Context: an optimization exercise on an open-source flow, tuned for small area, a short achievable clock period and few clock cycles. The choices shown serve that exercise and are no tape-out recipe. RTL that was checked went through simulation tests only; none was proved equivalent to the original. No activity file was given, so power comes from the tool's default toggle rates.

// pfsm
module pfsm #(
    parameter [7:0] MARKER0      = 8'hA5,
    parameter [7:0] MARKER1      = 8'h5A,
    parameter [7:0] RETRY_BUDGET = 8'd2
) (
    input  wire         clk,
    input  wire         rst,
    input  wire         h_valid,
    output wire         h_ready,
    input  wire [18:0]  h_data,
    output reg          r_valid,
    input  wire         r_ready,
    output reg  [7:0]   r_data,
    output reg          r_last,
    input  wire         irq_valid,
    input  wire [3:0]   irq_flags,
    output reg          o_valid,
    input  wire         o_ready,
    output reg  [3:0]   o_op,
    output reg  [7:0]   o_data,
    input  wire         i_valid,
    output wire         i_ready,
    input  wire [7:0]   i_data,
    output wire         cip_req,
    output wire         cip_dir,
    output wire [127:0] cip_din,
    output wire [127:0] cip_key,
    input  wire         cip_done,
    input  wire         cip_timeout,
    input  wire [127:0] cip_dout,
    output wire         idle,
    output wire         fatal,
    output wire [2:0]   fault
);
For scale: roughly 2100 flip-flops, about 73000 um2 of cells after synthesis.
Settings: LEC_CHECK=0, CAP_MARGIN=20, CORE_MARGIN=2, CORE_UTILIZATION=40, SLEW_MARGIN=20; clock period 10.0 ns.
standard.sh (not shown) runs the stock make flow with config.mk's settings and CLKGATE_MAP_FILE= SYNTH_SCRIPT=/design/flow/synth_recipe.tcl, a recipe that flattens the netlist after the stock synthesis.
==> flow/flow/run.sh <==
#!/bin/bash
export SETUP_SLACK_MARGIN=6.5
export BUFFER_PORTS_ARGS="-buffer_cell sky130_fd_sc_hd__buf_1"
export CTS_CLUSTER_SIZE=25
export CTS_CLUSTER_DIAMETER=80
bash standard.sh finish > standard.log 2>&1
The first run finished but failed the layout checks on capacitance limit, slew limit.
Testbench counts at the start, summed over its fixed seeds: cycles 164,378.
Next try:
--- a/flow/flow/run.sh
+++ b/flow/flow/run.sh
@@ -1,0 +2,2 @@
+# Standard layout with a tighter setup repair target, small port buffers
+# and a clock tree of smaller buffers.
@@ -4,2 +6,2 @@
-export CTS_CLUSTER_SIZE=25
-export CTS_CLUSTER_DIAMETER=80
+export CTS_BUF_LIST="sky130_fd_sc_hd__clkbuf_4 sky130_fd_sc_hd__clkbuf_8"
+export CTS_CLUSTER_SIZE=30
The new run finished clean. Flip-flop and latch count is unchanged. Non-clock buffer count went up by 135. Die area is unchanged. Combinational power stays flat. First-iteration DRC count fell by 11%. Fmax shrinks by 1.7%. Sequential power hardly moves. Total power rises by 9.7%. Wire length grows by 4.3%.
Next try:
==> flow/flow/run.sh (replaced) <==
#!/bin/bash
export SETUP_SLACK_MARGIN=6.5
export SKIP_GATE_CLONING=1
export BUFFER_PORTS_ARGS="-buffer_cell sky130_fd_sc_hd__buf_1"
export CTS_CLUSTER_SIZE=20
export CTS_CLUSTER_DIAMETER=60
bash standard.sh finish > standard.log 2>&1
Settings changed: CORE_UTILIZATION 40 to 60.
Result: Total power drops by about 5%; combinational power fell by about 1%; setup slack improves by 0.040 ns; design area falls by about 5.4%; global-route usage is higher by 7.3 points; non-clock buffer count came out lower by 133; wire length decreases by 9.9%; sequential share of layout area went up by 3.8 points; utilization increases by 20 points.

pfsm, a different RTL version from the one above (not shown whole).
Size in the first run: ~4300 cells after synthesis, roughly 460 I/O pins, roughly 73000 um2 of cells after synthesis.
clock: 10.0 ns
lec_check: 0
cap_margin: 20
core_margin: 2
core_utilization: 55
slew_margin: 20
==> flow/flow/run.sh <==
#!/bin/bash
# Layout: the standard ORFS flow (standard.sh, unchanged synthesis) with
# these settings:
#  - timing repair aims for 6.5 ns of setup slack (the default flow allows 5),
#  - no gate cloning during timing repair,
#  - port buffers are sky130_fd_sc_hd__buf_1,
#  - clock-tree sink clusters of up to 25 flip-flops within 80 um.
# All tool output goes to standard.log here (and ORFS's own logs under orfs/).
export SETUP_SLACK_MARGIN=6.5
export SKIP_GATE_CLONING=1
export BUFFER_PORTS_ARGS="-buffer_cell sky130_fd_sc_hd__buf_1"
export CTS_CLUSTER_SIZE=25
export CTS_CLUSTER_DIAMETER=80
bash standard.sh finish > standard.log 2>&1
Next try:
CORE_UTILIZATION = 40   (was 55)
Outcome:
- The changed run completed without violations
- sequential share of layout area falls by 0.65 points
- power hardly moves
- via count falls by 0.40%
- sequential power hardly moves
- wire length rises by 0.93%
- utilization falls by 17 points
- maximum frequency falls by 0.80%
Function was not checked in any run of this note: the RTL went through the layout flow alone.

== cedar ==
pfsm, a different RTL version from the one above (not shown whole).
Size in the first run: ~2,100 flip-flops, roughly 73,000 um2 of cells after synthesis.
clock: 10.0 ns
lec_check: 0
cap_margin: 20
core_margin: 2
core_utilization: 60
slew_margin: 20
==> flow/flow/run.sh <==
#!/bin/bash
# Layout: the standard ORFS flow (standard.sh, unchanged synthesis) with
# these settings:
#  - timing repair aims for 6.8 ns of setup slack (the default flow allows 5),
#  - no gate cloning during timing repair,
#  - port buffers are sky130_fd_sc_hd__buf_1,
#  - clock-tree sink clusters of up to 25 flip-flops within 80 um.
# All tool output goes to standard.log here (and ORFS's own logs under orfs/).
export SETUP_SLACK_MARGIN=6.8
export SKIP_GATE_CLONING=1
export BUFFER_PORTS_ARGS="-buffer_cell sky130_fd_sc_hd__buf_1"
export CTS_CLUSTER_SIZE=25
export CTS_CLUSTER_DIAMETER=80
bash standard.sh finish > standard.log 2>&1
### cedar -> pepper
diff --git a/flow/flow/run.sh b/flow/flow/run.sh
--- a/flow/flow/run.sh
+++ b/flow/flow/run.sh
@@ -3,3 +3,3 @@
 # these settings:
-#  - timing repair aims for 6.8 ns of setup slack (the default flow allows 5),
+#  - timing repair aims for 6.7 ns of setup slack (the default flow allows 5),
 #  - no gate cloning during timing repair,
@@ -8,3 +8,3 @@
 # All tool output goes to standard.log here (and ORFS's own logs under orfs/).
-export SETUP_SLACK_MARGIN=6.8
+export SETUP_SLACK_MARGIN=6.7
 export SKIP_GATE_CLONING=1
==> summary.txt <==
- Delta (pepper minus cedar): area growth from synthesis to layout now sits lower, multiplexer share of the synthesized area now sits at about the same level, routed wire length now sits at about the same level.
- Number of cells traversed by the worst register-to-register path: cedar vs pepper identical
Function was not checked in any run of this note: the RTL went through the layout flow alone.

== build 88 ==
Another version of the RTL of pfsm (not shown whole).
Size: roughly 4,000 cells after synthesis, roughly 2,100 flip-flops, ~460 I/O pins, roughly 72,000 sq um of cells after synthesis.
Settings: LEC_CHECK=0, CAP_MARGIN=20, CORE_MARGIN=2, CORE_UTILIZATION=60, SLEW_MARGIN=20; clock period 10.0 ns.
==> flow/flow/run.sh <==
#!/bin/bash
# Layout: the standard ORFS flow (standard.sh, unchanged synthesis) with
# these settings:
#  - timing repair aims for 6.8 ns of setup slack (the default flow allows 5),
#  - no gate cloning during timing repair,
#  - port buffers are sky130_fd_sc_hd__buf_1,
#  - clock-tree sink clusters of up to 25 flip-flops within 80 um.
# All tool output goes to standard.log here (and ORFS's own logs under orfs/).
export SETUP_SLACK_MARGIN=6.8
export SKIP_GATE_CLONING=1
export BUFFER_PORTS_ARGS="-buffer_cell sky130_fd_sc_hd__buf_1"
export CTS_CLUSTER_SIZE=25
export CTS_CLUSTER_DIAMETER=80
bash standard.sh finish > standard.log 2>&1
Testbench counts of build 88, summed over its fixed seeds: cycles 167,131.
Edits applied to the flow inputs when going from build 88 to build 49:
diff --git a/flow/flow/run.sh b/flow/flow/run.sh
--- a/flow/flow/run.sh
+++ b/flow/flow/run.sh
@@ -4 +4 @@
-#  - timing repair aims for 6.8 ns of setup slack (the default flow allows 5),
+#  - timing repair aims for 6.9 ns of setup slack (the default flow allows 5),
@@ -9 +9 @@
-export SETUP_SLACK_MARGIN=6.8
+export SETUP_SLACK_MARGIN=6.9
Results
| routed length per instance | lower: build 88 |. Diff build 88 -> build 49 | power per standard cell area | decrease of about 0.34%. Between build 49 and build 88, it is build 49 whose number of cells in the finished layout apart from fillers is higher, by about 0.5%. Summary: with build 88 as the reference, layout buffer count excluding clock buffers in build 49 moved up by a few percent. Between build 88 and build 49, the required time of the worst setup path does not differ in any meaningful way. When build 49 is set beside build 88, its cell area turns out to be about 0.7% larger. Between build 49 and build 88, the arrival time of the worst setup path does not differ in any meaningful way. Post-route clock period utilization across build 49 and build 88: no real change. Reported for build 49 and build 88, total number of placement rows turned out identical to the last digit.
Setup changes, build 49 to build 70
Settings: CORE_UTILIZATION: 60 -> 40.
diff --git a/flow/flow/run.sh b/flow/flow/run.sh
--- a/flow/flow/run.sh
+++ b/flow/flow/run.sh
@@ -4 +4 @@
-#  - timing repair aims for 6.9 ns of setup slack (the default flow allows 5),
+#  - timing repair aims for 6.5 ns of setup slack (the default flow allows 5),
@@ -9 +9 @@
-export SETUP_SLACK_MARGIN=6.9
+export SETUP_SLACK_MARGIN=6.5
Results
- Build 70 | stages: all done | timing, DRC, antenna: all pass
- Build 49 → build 70: flip-flop and latch share of the layout cell area climbed 1.4 points, count of state elements after synthesis barely changed, number of violations of the max-capacitance limit barely changed, CTS clock-pin slew for the worst setup and hold paths barely changed, area of the core climbed about 50%.
- Re post-synthesis sequential area ratio: no difference whatsoever between build 49 and build 70.
- Build 49 leaves more setup margin than build 70.
The inputs of build 17 differ from those of build 70 as listed below.
Settings: a change of CORE_UTILIZATION from 40 to 60.
### Flow results
Looking at global-route wire length before repair across both flows, build 17 is the stronger of the two, with build 70 trailing.
Diff build 70 -> build 17: all-layer global routing usage shows an increase of 7.4 points; number of DRC violations after detailed routing shows no meaningful change.

== run A ==
pfsm again, from the RTL that the note above started with.
clock: 10.0 ns
lec_check: 0
cap_margin: 20
core_margin: 2
core_utilization: 60
slew_margin: 20
==> flow/flow/run.sh <==
#!/bin/bash
# Layout: the standard ORFS flow (standard.sh, unchanged synthesis) with
# these settings:
#  - timing repair aims for 6.7 ns of setup slack (the default flow allows 5),
#  - no gate cloning during timing repair,
#  - port buffers are sky130_fd_sc_hd__buf_1,
#  - clock-tree sink clusters of up to 30 flip-flops within 60 um.
# All tool output goes to standard.log here (and ORFS's own logs under orfs/).
export SETUP_SLACK_MARGIN=6.7
export SKIP_GATE_CLONING=1
export BUFFER_PORTS_ARGS="-buffer_cell sky130_fd_sc_hd__buf_1"
export CTS_CLUSTER_SIZE=30
export CTS_CLUSTER_DIAMETER=60
bash standard.sh finish > standard.log 2>&1
Testbench counts of run A, summed over its fixed seeds: cycles 167,131.
## Diff of input files: run B against run A
==> flow/flow/run.sh <==
#!/bin/bash
export SETUP_SLACK_MARGIN=6.7
export SKIP_GATE_CLONING=1
export BUFFER_PORTS_ARGS="-buffer_cell sky130_fd_sc_hd__buf_1"
export CTS_ARGS="-sink_clustering_enable -repair_clock_nets -sink_clustering_size 20 -sink_clustering_max_diameter 60 -sink_clustering_buffer sky130_fd_sc_hd__clkbuf_8"
bash standard.sh finish > standard.log 2>&1
--- outcome ---
Per the comparison of run B with run A, routed wire length on met2 comparable, layout overhead on the synthesized area fell 2.2 points. Run B and run A ended up with roughly the same area of the multi-input gates. Run B consumes less power than run A does.
#### Input delta (run C over run B)
# run B
export LEC_CHECK = 0
export CAP_MARGIN = 20
export CORE_MARGIN = 2
export CORE_UTILIZATION = 60
export SLEW_MARGIN = 20
create_clock -name core_clock -period 10.0 [get_ports {clk}]
# run C
export LEC_CHECK = 0
export CAP_MARGIN = 20
export CORE_MARGIN = 2
export CORE_UTILIZATION = 70
export SLEW_MARGIN = 20
create_clock -name core_clock -period 10.0 [get_ports {clk}]
==> flow/flow/run.sh <==
#!/bin/bash
# Layout: the standard ORFS flow (standard.sh, unchanged synthesis) with
# these settings:
#  - timing repair aims for 6.5 ns of setup slack (the default flow allows 5),
#  - no gate cloning during timing repair,
#  - port buffers are sky130_fd_sc_hd__buf_1,
#  - clock-tree sink clusters of up to 25 flip-flops within 80 um.
# All tool output goes to standard.log here (and ORFS's own logs under orfs/).
export SETUP_SLACK_MARGIN=6.5
export SKIP_GATE_CLONING=1
export BUFFER_PORTS_ARGS="-buffer_cell sky130_fd_sc_hd__buf_1"
export CTS_CLUSTER_SIZE=25
export CTS_CLUSTER_DIAMETER=80
bash standard.sh finish > standard.log 2>&1
## What came out
Cell area | run C vs run B | run C smaller
Fraction of power spent switching nets in run C vs run B: up 0.37 points
| sequential cell area in the final layout | run B vs run C | ≈ equal |
Comparing run B with run C, the clock edge transition at the registers on the reported setup and hold paths came out essentially unchanged.
Run comparison: run B critical path start-end classification reg2out; run C critical path start-end classification in2reg
Run B has higher non-clock buffer count than run C.
The run with more routed wire is run C, not run B.
For run D, these inputs were changed with respect to run C:
# run C
export LEC_CHECK = 0
export CAP_MARGIN = 20
export CORE_MARGIN = 2
export CORE_UTILIZATION = 70
export SLEW_MARGIN = 20
create_clock -name core_clock -period 10.0 [get_ports {clk}]
# run D
export LEC_CHECK = 0
export CAP_MARGIN = 20
export CORE_MARGIN = 2
export CORE_UTILIZATION = 60
export SLEW_MARGIN = 20
create_clock -name core_clock -period 10.0 [get_ports {clk}]
diff --git a/flow/flow/run.sh b/flow/flow/run.sh
--- a/flow/flow/run.sh
+++ b/flow/flow/run.sh
@@ -3,3 +3,3 @@
 # these settings:
-#  - timing repair aims for 6.5 ns of setup slack (the default flow allows 5),
+#  - timing repair aims for 6.7 ns of setup slack (the default flow allows 5),
 #  - no gate cloning during timing repair,
@@ -8,5 +8,6 @@
 # All tool output goes to standard.log here (and ORFS's own logs under orfs/).
-export SETUP_SLACK_MARGIN=6.5
+export SETUP_SLACK_MARGIN=6.7
 export SKIP_GATE_CLONING=1
 export BUFFER_PORTS_ARGS="-buffer_cell sky130_fd_sc_hd__buf_1"
+export CTS_BUF_LIST="sky130_fd_sc_hd__clkbuf_8 sky130_fd_sc_hd__clkbuf_16"
 export CTS_CLUSTER_SIZE=25
Findings:
Taking run C as the reference, in run D maximum frequency shows an increase of 8.8 MHz; critical path depth fell by 8; total non-filler cell area in the finished layout rose by about 2.8%; floorplan die width up 7.9%. Relative to run C, the transition at the pin with the smallest max-transition slack of run D is higher by 63 ps. Going from run C to run D, the initial cell density of the core was found to have gone down by 10 points. Clock skew was higher in the run labelled run C. The setup slack of run D is larger than that of run C. From run C to run D the numbers moved as follows: time the final worst path needs with I/O delays and setup -110 ps; global-route total usage across every layer -5.5 points.
diff inputs: run D => run E
# run D
export LEC_CHECK = 0
export CAP_MARGIN = 20
export CORE_MARGIN = 2
export CORE_UTILIZATION = 60
export SLEW_MARGIN = 20
create_clock -name core_clock -period 10.0 [get_ports {clk}]
# run E
export LEC_CHECK = 0
export CAP_MARGIN = 20
export CORE_MARGIN = 2
export CORE_UTILIZATION = 70
export SLEW_MARGIN = 20
create_clock -name core_clock -period 10.0 [get_ports {clk}]
diff --git a/flow/flow/run.sh b/flow/flow/run.sh
--- a/flow/flow/run.sh
+++ b/flow/flow/run.sh
@@ -11,3 +11,2 @@
 export BUFFER_PORTS_ARGS="-buffer_cell sky130_fd_sc_hd__buf_1"
-export CTS_BUF_LIST="sky130_fd_sc_hd__clkbuf_8 sky130_fd_sc_hd__clkbuf_16"
 export CTS_CLUSTER_SIZE=25
[summary]
- Setup slack in run E is smaller than in run D.
- Diff run D -> run E: routed length per placed instance shows an increase of 3.3 um, final critical-path required period shows an increase of 27 ps, clock group share of total power went down.
- Run E and run D ended up with nearly the same area taken by flip-flops and latches.
- Looking at total global-route track usage, run E sits 6.1 points above run D.
- Relative to run D, total inserted antenna cells has gone up in run E.
### run E -> run F
# run E
export LEC_CHECK = 0
export CAP_MARGIN = 20
export CORE_MARGIN = 2
export CORE_UTILIZATION = 70
export SLEW_MARGIN = 20
create_clock -name core_clock -period 10.0 [get_ports {clk}]
# run F
export LEC_CHECK = 0
export CAP_MARGIN = 0
export CORE_MARGIN = 2
export CORE_UTILIZATION = 60
export SLEW_MARGIN = 0
create_clock -name core_clock -period 10.0 [get_ports {clk}]
Results
- Transition at the pin with the smallest max-transition slack in run F vs run E: down 54 ps
- Run F vs run E on final critical-path setup slack: run F is the higher one.
- The core of run F is less densely filled than that of run E.
- Run F ended up with more standard cells than run E.
- Between run F and run E, it is run F whose combinational fraction of design power is higher, by 0.2 points.
- Routed wire in run F totals less than in run E.
- Re pre-CTS worst setup slack: run F and run E aren't equal, and the higher value belongs to run F.
- Re area growth from synthesis to layout: run F and run E aren't equal, and the higher value belongs to run F.
- Run E has a lower full die area than run F.
- Total design power: run F < run E

==> static timing again, ports no longer ideal <==
The flow's constraints put no driver on any port. The routed layouts listed below were extracted and timed again, unchanged, in two steps.
Step 1 (the two cells are an assumption about what drives the block):
set clk [get_ports {clk}]
set_driving_cell -lib_cell sky130_fd_sc_hd__clkbuf_16 $clk
set_driving_cell -lib_cell sky130_fd_sc_hd__buf_2 [delete_from_list [all_inputs] $clk]
Step 2 adds t to the input delays and takes it off the output delays; t is the mean of the earliest and latest rising clock arrival at the registers after step 1. Input paths then give back, and output paths get back, about the clock's delay inside the block.
a / b / c = no drivers / after step 1 / after step 2; a / b = the first two.
| run | t (ns) | setup slack, ns | worst setup path after step 2 | worst register clock-pin slew, ns |
|---|---|---|---|---|
| the first run of note 1 | 0.868 | 6.408 / 6.447 / 5.579 | input to register | 0.10 / 0.10 |
| the second run of note 1 | 1.075 | 6.346 / 6.267 / 5.448 | input to register | 0.07 / 0.07 |
| the third run of note 1 | 0.845 | 6.386 / 6.430 / 5.585 | input to register | 0.08 / 0.08 |
| the first run of note 2 | 0.810 | 6.528 / 6.469 / 5.748 | input to register | 0.11 / 0.11 |
| the second run of note 2 | 0.856 | 6.501 / 6.443 / 5.643 | input to register | 0.10 / 0.10 |
| cedar | 0.786 | 6.462 / 6.474 / 5.688 | input to register | 0.10 / 0.10 |
| pepper | 0.786 | 6.466 / 6.478 / 5.692 | input to register | 0.10 / 0.10 |
| build 88 | 0.770 | 6.619 / 6.547 / 5.944 | input to register | 0.10 / 0.10 |
| build 49 | 0.770 | 6.608 / 6.536 / 6.057 | input to register | 0.10 / 0.10 |
| build 70 | 0.831 | 6.439 / 6.427 / 5.620 | input to register | 0.10 / 0.10 |
| build 17 | 0.787 | 6.489 / 6.459 / 5.756 | input to register | 0.10 / 0.10 |
| run A | 0.845 | 6.541 / 6.459 / 5.864 | input to register | 0.10 / 0.10 |
| run B | 0.804 | 6.575 / 6.494 / 5.956 | input to register | 0.12 / 0.12 |
| run C | 0.788 | 6.489 / 6.481 / 5.747 | input to register | 0.11 / 0.11 |
| run D | 0.780 | 6.594 / 6.518 / 5.941 | input to register | 0.11 / 0.11 |
| run E | 0.778 | 6.568 / 6.496 / 5.888 | input to register | 0.10 / 0.10 |
| run F | 0.770 | 6.579 / 6.507 / 5.940 | input to register | 0.10 / 0.10 |
The setup slack of the second run of note 1, which loses most, moves by -0.079 ns with the drivers and by -0.898 ns with both steps.
